Context: an optimization exercise on an open-source flow, tuned for small area. The choices shown serve that exercise and are no tape-out recipe.
Function was checked by simulation only, so behaviour that the tests miss may differ from the original.
Power is estimated from default activity; no workload was simulated.

==> flow/design.v <==
module ook_core (
    input  wire        clk,
    input  wire        rst,               
    input  wire        edge_valid,        
    input  wire        edge_carrier,      
    input  wire [31:0] edge_duration,     
    input  wire        tick,              
    input  wire        service,           
    input  wire [31:0] cfg_pulse_min,
    input  wire [31:0] cfg_pulse_max,
    input  wire [31:0] cfg_eop_min,
    input  wire [31:0] cfg_pre_min,
    input  wire [31:0] cfg_zero_min,
    input  wire [31:0] cfg_zero_max,
    input  wire [31:0] cfg_one_min,
    input  wire [31:0] cfg_one_max,
    input  wire [7:0]  cfg_confirm_threshold,
    input  wire [31:0] cfg_window_ticks,
    input  wire [31:0] cfg_idle_ticks,
    input  wire        cfg_fallback,
    input  wire [31:0] cfg_frame_timeout_ticks,
    input  wire        cfg_temp_signed,
    output reg         reading_valid,
    output wire [31:0] reading,           
    output reg         err_valid,         
    output wire [2:0]  err_reason,
    output reg         noconf_valid       
);
    localparam [1:0] ST_IDLE = 2'd0, ST_INPRE = 2'd1, ST_COLLECT = 2'd2;
    localparam [5:0] CNT_START = 6'b000001, CNT_LAST = 6'b001011;
    localparam [1:0] E_NOISE = 2'd1, E_PREMATURE = 2'd2, E_TIMEOUT = 2'd3,
                     E_ORDER = 2'd0;
    function [31:0] addc32;
        input [31:0] a;
        input        b;
        integer k;
        reg c;
        begin
            c = b;
            for (k = 0; k < 32; k = k + 1) begin
                addc32[k] = a[k] ^ c;
                c = c & a[k];
            end
        end
    endfunction
    reg [1:0]   asm_state;
    reg [5:0]   frame_cnt;
    reg [35:0]  frame_sr;                
    reg [31:0]  frame_nrem;              
    reg         frame_p;
    reg [143:0] q_data;                  
    reg [1:0]   q_rp;
    reg [2:0]   q_len;
    reg         rec_valid;
    reg [35:0]  rec_raw;                 
    reg [7:0]   rec_count;
    reg [31:0]  win_nrem;
    reg         win_p;
    reg [31:0]  idle_nrem;
    reg         idle_p;
    reg         low_conf;
    reg         temp_signed_q;
    reg [1:0]   err_code;
    wire [31:0] d  = edge_duration;
    wire [31:0] nd = ~edge_duration;
    wire ge_pmin, ge_pmax, gt_eop, gt_pre, ge_zmin, ge_zmax, ge_omin, ge_omax;
    ook_ge_lo u_pmin (.nd(nd), .a(cfg_pulse_min), .ge(ge_pmin));    
    ook_ge_hi u_pmax (.nd(nd), .a(cfg_pulse_max), .ge(ge_pmax));    
    ook_ge_lo u_zmin (.nd(nd), .a(cfg_zero_min),  .ge(ge_zmin));
    ook_ge_hi u_zmax (.nd(nd), .a(cfg_zero_max),  .ge(ge_zmax));
    ook_ge_lo u_omin (.nd(nd), .a(cfg_one_min),   .ge(ge_omin));
    ook_ge_hi u_omax (.nd(nd), .a(cfg_one_max),   .ge(ge_omax));
    ook_ge_hi u_eop  (.nd(nd), .a(cfg_eop_min),   .ge(gt_eop));     
    ook_ge_hi u_pre  (.nd(nd), .a(cfg_pre_min),   .ge(gt_pre));
    wire in_pulse = ge_pmin & ge_pmax;
    wire is_eop   = ~gt_eop;
    wire is_pre   = ~gt_pre;
    wire in_zero  = ge_zmin & ge_zmax;
    wire in_one   = ge_omin & ge_omax;
    wire s_pulse  = edge_carrier & in_pulse;
    wire s_pre    = ~edge_carrier & ~is_eop & is_pre;
    wire s_eop    = ~edge_carrier & is_eop;
    wire s_bit    = ~edge_carrier & ~is_eop & ~is_pre & (in_zero | in_one);
    wire s_noise  = edge_carrier ? ~in_pulse : (~is_eop & ~is_pre & ~in_zero & ~in_one);
    wire bit_val  = ~in_zero;
    wire st_idle    = (asm_state == ST_IDLE);
    wire st_inpre   = (asm_state == ST_INPRE);
    wire st_collect = (asm_state == ST_COLLECT);
    wire e_order    = (s_pre & st_collect) | (s_bit & st_inpre);
    wire e_prem     = s_eop & ~st_idle;
    wire e_err      = edge_valid & (s_noise | e_order | e_prem);
    wire append     = edge_valid & s_bit & st_collect;
    wire complete   = append & (frame_cnt == CNT_LAST);
    wire [35:0] payload = {frame_sr[34:0], bit_val};
    reg [1:0] st1;                       
    always @* begin
        st1 = asm_state;
        if (edge_valid) begin
            if (e_err | complete)
                st1 = ST_IDLE;
            else if (s_pre)
                st1 = ST_INPRE;
            else if (s_pulse & st_inpre)
                st1 = ST_COLLECT;
        end
    end
    wire        q_full  = q_len[2];
    wire        q_empty = (q_len == 3'd0);
    wire [1:0]  q_wp    = q_rp + q_len[1:0];
    wire [1:0]  rp1     = (complete & q_full) ? q_rp + 2'd1 : q_rp;
    wire [2:0]  len1    = (complete & ~q_full) ? q_len + 3'd1 : q_len;
    wire        pop     = service & (len1 != 3'd0);
    wire [3:0]  rsel = {4{~q_empty}} & (4'b0001 << rp1);
    wire [35:0] head = ({36{rsel[0]}}   & q_data[35:0])
                     | ({36{rsel[1]}}   & q_data[71:36])
                     | ({36{rsel[2]}}   & q_data[107:72])
                     | ({36{rsel[3]}}   & q_data[143:108])
                     | ({36{q_empty}}   & payload);
    wire        eq_hi   = (head[35:1] == rec_raw[35:1]);
    wire        match   = rec_valid & eq_hi & (head[0] == rec_raw[0]);
    wire [7:0]  cnt_inc = rec_count + 8'd1;
    wire [7:0]  cnt1    = match ? cnt_inc : 8'd1;
    wire        thr_le1 = ~|cfg_confirm_threshold[7:1];
    wire        conf_m  = (cnt_inc == cfg_confirm_threshold);
    wire        confirm = pop & (match ? conf_m : thr_le1);
    wire        opening = pop & ~rec_valid;
    wire        rv1     = pop ? ~confirm : rec_valid;
    wire        f_hiz    = ~|cfg_frame_timeout_ticks[31:1];
    wire        f_dec    = tick & (cfg_frame_timeout_ticks[0] | ~f_hiz);
    wire        f_end    = &frame_nrem[31:2] & (frame_p ? (~frame_nrem[1] & frame_nrem[0])
                                                        : (frame_nrem[1] & ~frame_nrem[0]));
    wire        timeout  = f_dec & (st1 != ST_IDLE) &
                           (edge_valid ? (cfg_frame_timeout_ticks[0] & f_hiz) : f_end);
    wire        w_hiz    = ~|cfg_window_ticks[31:1];
    wire        w_dec    = tick & (cfg_window_ticks[0] | ~w_hiz);
    wire        w_end    = &win_nrem[31:2] & (win_p ? (~win_nrem[1] & win_nrem[0])
                                                    : (win_nrem[1] & ~win_nrem[0]));
    wire        w_fire   = w_dec & rv1 & (opening ? (cfg_window_ticks[0] & w_hiz) : w_end);
    wire        i_clr    = opening | (edge_valid & s_pre);
    wire        i_hiz    = ~|cfg_idle_ticks[31:1];
    wire        i_dec    = tick & (cfg_idle_ticks[0] | ~i_hiz);
    wire        i_end    = &idle_nrem[31:2] & (idle_p ? (~idle_nrem[1] & idle_nrem[0])
                                                      : (idle_nrem[1] & ~idle_nrem[0]));
    wire        i_fire   = i_dec & rv1 & (i_clr ? (cfg_idle_ticks[0] & i_hiz) : i_end);
    wire        close    = w_fire | i_fire;
    always @(posedge clk) begin
        if (append)
            frame_sr <= payload;
        if (edge_valid & s_pre)
            frame_cnt <= CNT_START;
        else if (append)
            frame_cnt <= {frame_cnt[4:0], frame_cnt[5] ^ frame_cnt[4]};
        frame_nrem <= edge_valid ? ~cfg_frame_timeout_ticks : addc32(frame_nrem, f_dec);
        if (edge_valid)
            frame_p <= f_dec;
        if (complete) begin
            case (q_wp)
                2'd0: q_data[35:0]    <= payload;
                2'd1: q_data[71:36]   <= payload;
                2'd2: q_data[107:72]  <= payload;
                default: q_data[143:108] <= payload;
            endcase
        end
        if (pop) begin
            rec_raw   <= head;
            rec_count <= cnt1;
        end
        win_nrem  <= opening ? ~cfg_window_ticks : addc32(win_nrem, w_dec);
        if (opening)
            win_p <= w_dec;
        idle_nrem <= i_clr ? ~cfg_idle_ticks : addc32(idle_nrem, i_dec);
        if (i_clr)
            idle_p <= i_dec;
        low_conf  <= rv1;
        temp_signed_q <= cfg_temp_signed;
        err_code  <= timeout ? E_TIMEOUT :
                     (s_noise ? E_NOISE : (e_prem ? E_PREMATURE : E_ORDER));
        if (rst) begin
            asm_state     <= ST_IDLE;
            q_rp          <= 2'd0;
            q_len         <= 3'd0;
            rec_valid     <= 1'b0;
            reading_valid <= 1'b0;
            err_valid     <= 1'b0;
            noconf_valid  <= 1'b0;
        end else begin
            asm_state     <= timeout ? ST_IDLE : st1;
            q_rp          <= pop ? rp1 + 2'd1 : rp1;
            q_len         <= pop ? len1 - 3'd1 : len1;
            rec_valid     <= rv1 & ~close;
            reading_valid <= confirm | (close & cfg_fallback);
            err_valid     <= e_err | timeout;
            noconf_valid  <= close & ~cfg_fallback;
        end
    end
    wire [35:0] p = rec_raw;
    wire [6:0]  hum = (p[7:0] > 8'd100) ? 7'd100 : p[6:0];
    assign reading = {low_conf, p[35:28], p[27], p[25:24],
                      temp_signed_q & p[23], p[23:12], hum};
    assign err_reason = {err_code == 2'd0, err_code};
endmodule
module ook_maj (
    input  wire a,
    input  wire b,
    input  wire c,
    output wire y
);
    assign y = (a & b) | (c & (a | b));
endmodule
module ook_ge_lo (
    input  wire [31:0] nd,
    input  wire [31:0] a,
    output wire        ge
);
    wire [32:1] n;
    assign n[1] = nd[0] & a[0];
    genvar k;
    generate
        for (k = 1; k < 32; k = k + 1) begin : g
            ook_maj m (.a(nd[k]), .b(a[k]), .c(n[k]), .y(n[k+1]));
        end
    endgenerate
    assign ge = ~n[32];
endmodule
module ook_ge_hi (
    input  wire [31:0] nd,
    input  wire [31:0] a,
    output wire        ge
);
    wire [32:1] c;
    assign c[1] = a[0] | nd[0];
    genvar k;
    generate
        for (k = 1; k < 32; k = k + 1) begin : g
            ook_maj m (.a(a[k]), .b(nd[k]), .c(c[k]), .y(c[k+1]));
        end
    endgenerate
    assign ge = c[32];
endmodule
export LEC_CHECK = 0
export CAP_MARGIN = 20
export CORE_MARGIN = 2
export CORE_UTILIZATION = 65
export PLACE_DENSITY = 0.75
export SLEW_MARGIN = 20
export SYNTH_HIERARCHICAL = 1
create_clock -name core_clock -period 20.0 [get_ports {clk}]
standard.sh (not shown) runs the stock make flow with config.mk's settings and CLKGATE_MAP_FILE= SYNTH_SCRIPT=/design/flow/synth_recipe.tcl, a recipe that flattens the netlist after the stock synthesis.
==> flow/flow/run.sh <==
#!/bin/bash
# Own layout flow: the standard ORFS flow (standard.sh), with
#  - port buffers made of the smallest buffer cell,
#  - clock tree synthesis without dummy balancing loads,
#  - the top module's combinational logic mapped by ABC for area (own_synth.tcl,
#    otherwise the standard synthesis script),
#  - combinational cells of the synthesised netlist set to their smallest
#    drive strength before floorplanning (timing repair later upsizes what
#    the paths need). Registers stay as the standard synthesis makes them.
set -euo pipefail
export OWN_WORK_DIR=$PWD OWN_FLOW_DIR=$PWD/flow
ARGS=("SYNTH_SCRIPT=$PWD/flow/own_synth.tcl"
      "BUFFER_PORTS_ARGS=-buffer_cell sky130_fd_sc_hd__buf_1"
      "CTS_ARGS=-sink_clustering_enable -repair_clock_nets -dont_use_dummy_load -sink_clustering_size 20 -sink_clustering_max_diameter 45 -buf_list sky130_fd_sc_hd__clkbuf_8")
bash standard.sh "${ARGS[@]}" synth > synth.log 2>&1
openroad -no_init -exit flow/downsize_run.tcl > downsize.log 2>&1
bash standard.sh "${ARGS[@]}" finish > layout.log 2>&1
==> flow/flow/own_synth.tcl <==
# The standard synthesis (synth_recipe.tcl: ORFS synth.tcl without the fsm
# and share passes, flattened, function nets renamed), except that the
# combinational logic of the top module is mapped by ABC with an area-oriented
# script. Registers are mapped before ABC runs, so they are the standard ones.
proc abc {args} {
  set i [lsearch -exact $args -script]
  set top_args [lreplace $args [expr {$i + 1}] [expr {$i + 1}] $::env(OWN_FLOW_DIR)/top_area.abc]
  yosys abc {*}$top_args ook_core
  yosys abc {*}$args ook_maj ook_ge_lo ook_ge_hi
}
source $::env(OWN_WORK_DIR)/synth_recipe.tcl
==> flow/flow/top_area.abc <==
strash
dc2
dch -f
amap
topo
Other scripts of this flow, unchanged in this note and not shown: flow/flow/downsize.tcl, flow/flow/downsize_run.tcl
The starting point completed without violations.
==> next run, changes <==
==> flow/flow/run.sh (replaced) <==
#!/bin/bash
# Own layout flow: the standard ORFS flow (standard.sh), with
#  - port buffers made of the smallest buffer cell,
#  - clock tree synthesis without dummy balancing loads,
#  - combinational cells of the synthesised netlist set to their smallest
#    drive strength before floorplanning (timing repair later upsizes what
#    the paths need). Registers and synthesis are left as they are.
set -euo pipefail
ARGS=("BUFFER_PORTS_ARGS=-buffer_cell sky130_fd_sc_hd__buf_1"
      "CTS_ARGS=-sink_clustering_enable -repair_clock_nets -dont_use_dummy_load -sink_clustering_size 40 -sink_clustering_max_diameter 60 -buf_list sky130_fd_sc_hd__clkbuf_16")
bash standard.sh "${ARGS[@]}" synth > synth.log 2>&1
openroad -no_init -exit flow/downsize_run.tcl > downsize.log 2>&1
bash standard.sh "${ARGS[@]}" finish > layout.log 2>&1
removed: flow/flow/own_synth.tcl
removed: flow/flow/top_area.abc
The new run finished with timing, DRC and antenna clean.
Hold slack barely changes.
Routed wire length went up by roughly a tenth.
Synthesized area rose by a few percent.
Count of clock-buffer cells in the layout went down by 10.
Maximum frequency came out higher slightly.
==> next run, changes <==
--- a/flow/flow/run.sh
+++ b/flow/flow/run.sh
@@ -10 +10 @@
-      "CTS_ARGS=-sink_clustering_enable -repair_clock_nets -dont_use_dummy_load -sink_clustering_size 40 -sink_clustering_max_diameter 60 -buf_list sky130_fd_sc_hd__clkbuf_16")
+      "CTS_ARGS=-sink_clustering_enable -repair_clock_nets -dont_use_dummy_load -sink_clustering_size 30 -sink_clustering_max_diameter 60 -buf_list sky130_fd_sc_hd__clkbuf_16")
Settings changed: CORE_UTILIZATION 65 to 40, CTS_BUF_LIST from default to sky130_fd_sc_hd__clkbuf_16, CTS_CLUSTER_DIAMETER from default to 60, CTS_CLUSTER_SIZE from default to 30, PLACE_DENSITY 0.75 to 0.6.
What happened: Combinational power goes down slightly; wire length goes up by a few percent; cell count goes up by roughly a tenth; non-clock buffer count goes up by 12; final area goes up by a few percent; clock skew goes up by 0.0046 ns; via count goes down by a few percent; global-route usage goes down by 13 points.
==> next run, changes <==
--- a/flow/flow/run.sh
+++ b/flow/flow/run.sh
@@ -4,0 +5,2 @@
+#  - the top module's combinational logic mapped by ABC for area (own_synth.tcl,
+#    otherwise the standard synthesis script),
@@ -7 +9 @@
-#    the paths need). Registers and synthesis are left as they are.
+#    the paths need). Registers stay as the standard synthesis makes them.
@@ -9,2 +11,4 @@
-ARGS=("BUFFER_PORTS_ARGS=-buffer_cell sky130_fd_sc_hd__buf_1"
-      "CTS_ARGS=-sink_clustering_enable -repair_clock_nets -dont_use_dummy_load -sink_clustering_size 30 -sink_clustering_max_diameter 60 -buf_list sky130_fd_sc_hd__clkbuf_16")
+export OWN_WORK_DIR=$PWD OWN_FLOW_DIR=$PWD/flow
+ARGS=("SYNTH_SCRIPT=$PWD/flow/own_synth.tcl"
+      "BUFFER_PORTS_ARGS=-buffer_cell sky130_fd_sc_hd__buf_1"
+      "CTS_ARGS=-sink_clustering_enable -repair_clock_nets -dont_use_dummy_load -sink_clustering_size 16 -sink_clustering_max_diameter 60 -buf_list sky130_fd_sc_hd__clkbuf_8")
==> flow/flow/own_synth.tcl (new file) <==
# The standard synthesis (synth_recipe.tcl: ORFS synth.tcl without the fsm
# and share passes, flattened, function nets renamed), except that the
# combinational logic of the top module is mapped by ABC with an area-oriented
# script. Registers are mapped before ABC runs, so they are the standard ones.
proc abc {args} {
  set i [lsearch -exact $args -script]
  set top_args [lreplace $args [expr {$i + 1}] [expr {$i + 1}] $::env(OWN_FLOW_DIR)/top_area.abc]
  yosys abc {*}$top_args ook_core
  yosys abc {*}$args ook_maj ook_ge_lo ook_ge_hi
}
source $::env(OWN_WORK_DIR)/synth_recipe.tcl
==> flow/flow/top_area.abc (new file) <==
strash
dc2
dch -f
amap
topo
Settings changed: CORE_UTILIZATION 40 to 65, CTS_BUF_LIST sky130_fd_sc_hd__clkbuf_16 to default, CTS_CLUSTER_DIAMETER 60 to default, CTS_CLUSTER_SIZE 30 to default, PLACE_DENSITY 0.6 to 0.75.
The changed run ran to the end with no violations.
Design area came out lower by 4.2%.
Die area came out lower by 40%.
Total power came out lower by 12%.

what the ideal ports hide:
Ports are ideal in the flow. The routed layouts listed here were re-timed in OpenROAD.
Step 1 (the two cells are an assumption about what drives the block):
set clk [get_ports {clk}]
set_driving_cell -lib_cell sky130_fd_sc_hd__clkbuf_16 $clk
set_driving_cell -lib_cell sky130_fd_sc_hd__buf_2 [delete_from_list [all_inputs] $clk]
Step 2 also shifts input and output timing later by t, the mid clock arrival at the registers, as if the neighbouring blocks saw the same clock.
a / b / c = no drivers / after step 1 / after step 2; a / b = the first two.
run | t (ns) | setup WS [ns] | worst hold slack (ns) | worst register clock-pin slew, ns | worst slew at a driven data input, ns
the first run | 0.558 | 0.332 / 0.327 / -0.231 | 0.474 / 0.474 / 0.474 | 0.11 / 0.11 | 0.17
the second run | 0.569 | 0.511 / 0.544 / -0.025 | 0.476 / 0.476 / 0.476 | 0.10 / 0.10 | 0.14
the third run | 0.596 | 0.564 / 0.588 / -0.008 | 0.490 / 0.490 / 0.490 | 0.08 / 0.08 | 0.12
the fourth run | 0.603 | 0.418 / 0.432 / -0.170 | 0.473 / 0.473 / 0.473 | 0.11 / 0.11 | 0.17
With both steps, setup timing fails in every run listed, where it was met with ideal ports. The setup slack of the fourth run, which loses most, moves by +0.014 ns with the drivers and by -0.588 ns with both steps.
